Context: an optimization exercise on an open-source flow, tuned for small area, a short achievable clock period and few clock cycles per item. The choices shown serve that exercise and are no tape-out recipe.
The RTL was checked by simulation tests, not by an equivalence proof against the original design.
Power figures rest on the tool's default switching activity, not on a simulated workload.

$ cat constraint.sdc
create_clock -name core_clock -period 8.0 [get_ports {clk}]
set_input_delay 1.6000 -clock core_clock [delete_from_list [all_inputs] [get_ports {clk}]]
set_output_delay 1.6000 -clock core_clock [all_outputs]
set_load 0.01 [all_outputs]
$ cat design.v
module vm_alu (
    input  wire        clk,
    input  wire        rst,
    input  wire        in_valid,
    output wire        in_ready,
    input  wire [7:0]  in_op,
    input  wire [63:0] in_a,
    input  wire [63:0] in_b,
    output reg         out_valid,
    output reg  [63:0] out_result,
    output reg         out_err
);
    localparam [2:0] S_IDLE = 3'd0, S_MUL = 3'd1, S_NEGA = 3'd2, S_NEGB = 3'd3,
                     S_ALIGN = 3'd4, S_DIV = 3'd5, S_NEGQ = 3'd6;
    reg  [2:0]  state;
    reg  [5:0]  count;       
    reg         byte_op;     
    reg         first;       
    reg         mneg;        
    reg         sb;          
    reg         negq;        
    reg  [63:0] x;           
    reg  [63:0] y;           
    assign in_ready = (state == S_IDLE);
    wire accept = in_valid && in_ready;
    wire        sub_mode = in_op[2] | in_op[5];
    wire [63:0] bx       = in_b ^ {64{sub_mode}};
    wire [64:0] sum      = {1'b0, in_a} + {1'b0, bx} + {64'd0, sub_mode};
    wire [63:0] s        = sum[63:0];
    wire        c64      = sum[64];                     
    wire        c63      = s[63] ^ in_a[63] ^ bx[63];   
    wire        c8       = s[8] ^ in_a[8] ^ bx[8];      
    wire [63:0] d_ab = in_a ^ in_b;
    wire        eq8  = ~|d_ab[7:0];
    wire        eq63 = eq8 & ~|d_ab[62:8];
    wire        eq64 = eq63 & ~d_ab[63];
    wire lt_b = !c8;
    wire gt_b = !lt_b && !eq8;
    wire lt_i = (in_a[63] ^ in_b[63]) ? in_a[63] : !c64;
    wire gt_i = !lt_i && !eq64;
    wire a_nan     = (&in_a[62:52]) && (|in_a[51:0]);
    wire b_nan     = (&in_b[62:52]) && (|in_b[51:0]);
    wire unordered = a_nan || b_nan;
    wire both_zero = ~|in_a[62:0] && ~|in_b[62:0];
    wire mag_lt    = !c63;
    wire mag_gt    = c63 && !eq63;
    wire f_eq      = !unordered && (eq64 || both_zero);
    wire f_lt      = !unordered && !both_zero &&
                     ((in_a[63] != in_b[63]) ? in_a[63] : (in_a[63] ? mag_gt : mag_lt));
    wire f_gt      = !unordered && !both_zero &&
                     ((in_a[63] != in_b[63]) ? in_b[63] : (in_a[63] ? mag_lt : mag_gt));
    reg         cmp;
    always @(*) begin
        case (in_op[3:0])
            4'h0: cmp = eq8;
            4'h1: cmp = eq64;
            4'h2: cmp = f_eq;
            4'h4: cmp = !eq8;
            4'h5: cmp = !eq64;
            4'h6: cmp = !f_eq;
            4'h8: cmp = gt_b;
            4'h9: cmp = gt_i;
            4'hA: cmp = f_gt;
            4'hC: cmp = lt_b;
            4'hD: cmp = lt_i;
            4'hE: cmp = f_lt;
            default: cmp = 1'b0;
        endcase
    end
    wire [7:0] ab = in_a[7:0];
    wire [7:0] bb = in_b[7:0];
    reg [63:0] simple_result;
    always @(*) begin
        case (in_op)
            8'h40, 8'h44: simple_result = {56'd0, s[7:0]};
            8'h41, 8'h45: simple_result = s;
            8'h60, 8'h61, 8'h62, 8'h64, 8'h65, 8'h66,
            8'h68, 8'h69, 8'h6A, 8'h6C, 8'h6D, 8'h6E:
                          simple_result = {56'd0, {8{cmp}}};
            8'h70:        simple_result = {56'd0, ab & bb};
            8'h71:        simple_result = {56'd0, ab | bb};
            8'h72:        simple_result = {56'd0, ~bb};
            8'h73:        simple_result = {56'd0, ab ^ bb};
            default:      simple_result = 64'd0;
        endcase
    end
    wire is_mul  = (in_op == 8'h48) || (in_op == 8'h49);
    wire is_div  = (in_op == 8'h4C) || (in_op == 8'h4D);
    wire is_int  = in_op[0];
    wire [63:0] xin = is_int ? in_a : {56'd0, ab};
    wire [63:0] yin = is_int ? in_b : {56'd0, bb};
    wire        div0 = ~|yin;
    reg  [15:1] upper_sign;      
    reg  [3:0]  top_digit;
    integer j;
    always @(*) begin
        upper_sign[15] = (yin[63:60] == {4{yin[63]}});
        for (j = 14; j >= 1; j = j - 1)
            upper_sign[j] = upper_sign[j+1] && (yin[4*j +: 4] == {4{yin[63]}});
        top_digit = 4'd0;
        for (j = 1; j <= 15; j = j + 1)
            if (!upper_sign[j]) top_digit = j;
    end
    wire st_mul = (state == S_MUL);
    wire st_div = (state == S_DIV);
    wire [3:0] dig = st_mul ? y[4*count[3:0] +: 4] : 4'd0;
    wire fn = first && mneg;    
    wire [63:0] v  = (state == S_NEGA) ? x : (state == S_NEGQ) ? out_result : y;
    wire [64:0] r0 = st_mul ? {1'b0, out_result[59:0], {4{fn}}} :
                     st_div ? {1'b0, x} : 65'd0;
    wire [64:0] r1 = st_mul ? {1'b0, x & {64{dig[0]}}} : ~{1'b0, v};
    wire [64:0] r2 = {1'b0, x[62:0] & {63{dig[1]}}, 1'b0};
    wire [64:0] r3 = {1'b0, x[61:0] & {62{dig[2]}}, 2'b0};
    wire [64:0] r4 = {1'b0, x[60:0] & {61{dig[3]}}, 3'b0};
    wire        cin = st_mul ? fn : 1'b1;
    wire [64:0] s1 = r0 ^ r1 ^ r2;
    wire [64:0] c1 = (r0 & r1) | (r0 & r2) | (r1 & r2);
    wire [64:0] t1 = {c1[63:0], 1'b0};
    wire [64:0] s2 = s1 ^ t1 ^ r3;
    wire [64:0] c2 = (s1 & t1) | (s1 & r3) | (t1 & r3);
    wire [64:0] t2 = {c2[63:0], 1'b0};
    wire [64:0] s3 = s2 ^ t2 ^ r4;
    wire [64:0] c3 = (s2 & t2) | (s2 & r4) | (t2 & r4);
    wire [64:0] it = s3 + {c3[63:0], cin};
    wire fits = !it[64];    
    function [6:0] bitlen(input [63:0] w);
        integer k;
        begin
            bitlen = 7'd0;
            for (k = 0; k < 64; k = k + 1)
                if (w[k]) bitlen = k + 1;
        end
    endfunction
    wire [6:0] la = bitlen(x);
    wire [6:0] lb = bitlen(y);
    wire [6:0] dl = la - lb;
    wire       q_zero = dl[6];    
    wire last = (count == 6'd0);
    always @(posedge clk) begin
        if (rst) begin
            state     <= S_IDLE;
            out_valid <= 1'b0;
            out_err   <= 1'b0;
            count     <= 6'd0;
        end else begin
            out_valid <= 1'b0;
            case (state)
                S_IDLE: begin
                    if (accept) begin
                        x       <= xin;
                        y       <= yin;
                        byte_op <= !is_int;
                        if (is_mul) begin
                            state      <= S_MUL;
                            count      <= {2'b0, top_digit};
                            first      <= 1'b1;
                            mneg       <= yin[63];
                            out_result <= yin[63] ? ~xin : 64'd0;
                        end else if (is_div && !div0) begin
                            sb    <= is_int && in_b[63];
                            negq  <= is_int && (in_a[63] ^ in_b[63]);
                            state <= (is_int && in_a[63]) ? S_NEGA :
                                     (is_int && in_b[63]) ? S_NEGB : S_ALIGN;
                        end else if (is_div) begin
                            out_valid  <= 1'b1;
                            out_result <= 64'd0;
                            out_err    <= 1'b1;
                        end else begin
                            out_valid  <= 1'b1;
                            out_result <= simple_result;
                            out_err    <= 1'b0;
                        end
                    end
                end
                S_MUL: begin
                    out_result <= it[63:0];
                    first      <= 1'b0;
                    count      <= count - 6'd1;
                    if (last) begin
                        state      <= S_IDLE;
                        out_valid  <= 1'b1;
                        out_err    <= 1'b0;
                        if (byte_op) out_result <= {56'd0, it[7:0]};
                    end
                end
                S_NEGA: begin
                    x     <= it[63:0];
                    state <= sb ? S_NEGB : S_ALIGN;
                end
                S_NEGB: begin
                    y     <= it[63:0];
                    state <= S_ALIGN;
                end
                S_ALIGN: begin
                    out_result <= 64'd0;
                    if (q_zero) begin
                        state     <= S_IDLE;
                        out_valid <= 1'b1;
                        out_err   <= 1'b0;
                    end else begin
                        y     <= y << dl[5:0];
                        count <= dl[5:0];
                        state <= S_DIV;
                    end
                end
                S_DIV: begin
                    if (fits) x <= it[63:0];
                    y          <= {1'b0, y[63:1]};
                    out_result <= {out_result[62:0], fits};
                    count      <= count - 6'd1;
                    if (last) begin
                        if (negq) begin
                            state <= S_NEGQ;
                        end else begin
                            state     <= S_IDLE;
                            out_valid <= 1'b1;
                            out_err   <= 1'b0;
                        end
                    end
                end
                S_NEGQ: begin
                    out_result <= it[63:0];
                    state      <= S_IDLE;
                    out_valid  <= 1'b1;
                    out_err    <= 1'b0;
                end
                default: state <= S_IDLE;
            endcase
        end
    end
endmodule
$ cat config.mk
export PLATFORM = sky130hd
export DESIGN_NAME = vm_alu
export DESIGN_NICKNAME = vm_alu
export VERILOG_FILES = /design/flow/design.v
export SDC_FILE = /design/flow/constraint.sdc
export NUM_CORES = 4
export LEC_CHECK = 0
export CAP_MARGIN = 20
export CORE_MARGIN = 2
export CORE_UTILIZATION = 40
export SLEW_MARGIN = 20
$ cat run.sh
#!/bin/bash
# synth_recipe.tcl (not shown) runs the flow's synth.tcl, then flattens the netlist and writes it again
# the make line also repeats each setting of config.mk as NAME=value (left out here)
make -C /OpenROAD-flow-scripts/flow DESIGN_CONFIG=/design/flow/config.mk WORK_HOME=/design/flow/orfs CLKGATE_MAP_FILE= SYNTH_SCRIPT=/design/flow/synth_recipe.tcl finish
==> run summary <==
[logic make-up (layout without fill, tap and decap cells)]
| logic type | after synthesis | after routing |
|---|---|---|
| AO/OA/AOI/OAI | 1328 | 1328 |
| AND/OR/NAND/NOR | 1305 | 1307 |
| buffers and inverters | 629 | 722 |
| adder cells (fa/ha/maj) | 342 | 342 |
| XOR/XNOR | 261 | 261 |
| multiplexers | 253 | 253 |
| flip-flops | 208 | 208 |
| other | 0 | 1 |
[cell usage after synthesis (41+ instances only)]
cell,count
a211oi_1,48
a21o_1,86
a21oi_1,334
a221oi_1,53
a22oi_1,143
a31oi_1,46
clkbuf_1,326
edfxtp_1,197
fa_1,188
ha_1,154
inv_1,255
mux2_2,110
mux2i_1,82
mux4_2,61
nand2_1,602
nand3_1,114
nor2_1,283
nor3_1,46
nor4_1,61
o21ai_0,232
o21ai_1,74
o22ai_1,41
xnor2_1,153
xor2_1,107
[report_power, final]
part	internal [mW]	total [mW]	switching (mW)	leakage (nW)
clock	0.767	1.32	0.552	0.438
combinational	0.835	2.36	1.53	13.1
sequential	1.24	1.33	0.0897	1.98
total	2.84	5.01	2.17	15.5
[state kept, by name, summed over array words and instances (netlist names)]
name,flops
out_result,64
x,64
y,64
count,6
state,3
byte_op,1
first,1
mneg,1
negq,1
out_err,1
out_valid,1
sb,1
[cell type report]
| class | count | area [um2] |
|---|---|---|
| Clock buffer | 27 | 633 |
| Fill cell | 8707 | 45900 |
| Sequential cell | 208 | 6140 |
| Timing Repair Buffer | 417 | 3820 |
| Clock inverter | 17 | 249 |
| Inverter | 261 | 980 |
| Tap cell | 1144 | 1430 |
| Multi-Input combinational cell | 3491 | 26200 |
| Antenna cell | 1 | 2.50 |
[what timing repair did]
| item | CTS | global route |
|---|---|---|
| buffers inserted | 0 | 1 |
| setup endpoints to repair | 0 | 78 |
| gates resized for setup | 0 | 9 |
[worst max-delay path, cell delays in order, from the launching register on]
cell and delay (ps):
dfxtp_1 430, buf_4 210, mux4_2 510, mux4_2 590
nor2b_4 250, buf_4 320, a22oi_1 310, fa_1 480
fa_1 410, fa_1 530, inv_1 50, ha_1 350
o21a_1 140, o211ai_1 130, a21oi_1 230, o22ai_1 150
o21ai_0 550, a31oi_1 290, buf_4 220, o31a_1 250
o21a_1 200, xnor2_1 170, nand2_1 120, a21oi_4 190
buf_12 170, buf_12 200
[per-stage QoR]
stage | util | hold slack [ps] | cells
global route | 0.463 | 519 | 5566
finish | 0.463 | 495 | 5566
CTS | 0.461 | 494 | 5561
floorplan | - | 450 | 4326
global placement | 0.451 | 468 | 5517
detailed placement | 0.451 | 485 | 5517
[worst max-delay path by stage]
stage	startpoint	end	slack, ps	cells past startpoint
after floorplan	count[0]	x[0]	110	24
after global placement	count[1]	x[38]	290	26
after detailed placement	count[1]	x[37]	180	28
after CTS	count[1]	x[37]	170	28
after global routing	count[0]	x[43]	-8	30
final	count[0]	x[43]	200	25
[routing by layer]
metal | wire, um | global-route usage | part of all wire | vias up
met1 | 72300 | 0.535 | 0.40 | 18300
met5 | 28 | 0 | 0.00015 | -
li1 | - | - | - | 15900
met2 | 75100 | 0.573 | 0.41 | 2692
met4 | 8600 | 0.156 | 0.047 | 4
met3 | 25300 | 0.125 | 0.14 | 403
==> flow_summary.yaml <==
outcome:
  status: "no timing/DRC/antenna violations"
synth:
  synth-seq-area-share: 0.178
  muxShareOfSynthArea: 0.0994
  yosysTopAreaCell: "edfxtp_1"
  synth_seq_cells: 208
  synthesis.nets: 4807
  synthArstFlopShare: 0
  avgSynthCellArea_um2: 7.98
  synth.area.top_cells: "edfxtp_1 17%, fa_1 11%, nand2_1 6.5%"
  yosys.area_share.simple: 0.170
  netlist_area_um2: 34500
  ys_warn_count: 1
  synthAdderAreaFrac: 0.165
  synth-compound-area-share: 0.251
  syn_inst: 4326
  synth_edf_count: 197
  netlist.area_leader.share: 0.171
  synth-xor-area-share: 0.0666
  synth_ff_type: "edfxtp_1"
  synth_cell_types: 101
  synth_top_family_by_area: "compound AO/OA/AOI/OAI gates"
power:
  p_leak_nw: 15.5
  vdd_drop_max_mv: 0.217
  finalPower_mw: 5.01
  power.density_nw_per_um2: 127
global_routing:
  antenna_found_initial: 7
  grt_start_max_net_pins: 99
  grt_pass1_wl_mm: 255
  track_usage: 0.392
  first_global_vias: 35000
  overflow: 0
clock_tree:
  clockBufferDepth: 3
  htreeDepth: 1
  clk-insertion-delay-late_ps: 590
  cts_tree: "built"
  cts_hold_buf: 0
  cts_buffers: 25
  cts.clk_slew.worst_paths_ps: 60
  clock-sinks: 208
  cts-root-buf: "clkbuf_16"
timing:
  slew_violations: 0
  max_freq_ghz: 0.128
  fin_setup_tns_ps: 0
  slew_headroom: 0.146
  min_period_ps: 7800
  hold_viol_final: 0
  clock_skew_ps: 32.1
  fin_crit_sh: 0.975
  worstMarginPinSlew_ps: 1280
  final.setup.worst_slack_ps: 201
  finalSetupViolations: 0
critical_path:
  r2r-end: "x[43]"
  critPathLaunchType: "flip-flop"
  setup.worst_path.end_class: "flip-flop"
  crit_type: "flip-flop to flip-flop"
  critPathMaxFanout: 32
  rr_worst_depth: 25
  required_ps: 8260
  r2r_slack_ps: 200
  cp.arrival_ps: 8060
  r2r_start: "count[0]"
hold_path:
  whs_path_depth: 2
  worstHoldStart: "count[5]"
  worstHoldEndpoint: "count[5]"
  hp-class: "flip-flop to flip-flop"
drt:
  avgViaCountPerCell: 6.70
  wire_per_inst_um: 32.6
  dr.pass1.iters: 8
  ant_nets: 0
  vias: 37300
  drtIter0Drc: 5710
  drc_errors: 0
  totalWireLength_mm: 181
floorplan:
  dieWidth_um: 298
  rows: 107
  core_area_um2: 85400
  start_util: 0.404
  die_h_um: 298
  dieArea_um2: 88700
  io-pin-count: 206
placed_design:
  placed_cell_area_um2: 38500
  dp_slack_ps: 179
  io_buffers: 205
  gp_congestion: 1.07
  hpwlAfterDp_mm: 141
finish:
  fin_nets: 4885
  mostFrequentLayoutCells: "601 x nand2_1, 331 x a21oi_1, 274 x nor2_1, 255 x inv_1, 232 x o21ai_0"
  layout-drive-gt1-share: 0.113
  mostFrequentLayoutCell: "nand2_1"
  area_growth_pct: 14.4
  final_area_um2: 39500
job:
  cap_violations: 0
Testbench counts, summed over its fixed seeds: cycles 72,274, ops 12,000.

-- separate check: timing with driven ports --
How much do the figures lean on ideal ports? The routed layout below was timed once more, with nothing changed but the port constraints.
Step 1 sets driving cells, clkbuf_16 on the clock port and buf_2 on the other inputs (assumed; they add their load-dependent delay and slew).
Step 2 adds t to the input delays and takes it off the output delays; t is the mean of the earliest and latest rising clock arrival at the registers after step 1. Input paths then give back, and output paths get back, about the clock's delay inside the block.
Three values: ideal ports, drivers, drivers and shift; two values: the first two.
t (ns): 0.638
slack for setup (ns): 0.201 / 0.201 / 0.201
worst setup path at the end: register to register
worst register clock-pin slew, ns: 0.08 / 0.08
worst data-port slew with drivers (ns): 0.08
After both steps setup and hold are still met in this run. For this run, drivers alone change the setup slack by 0.000 ns; drivers and shift together by 0.000 ns.
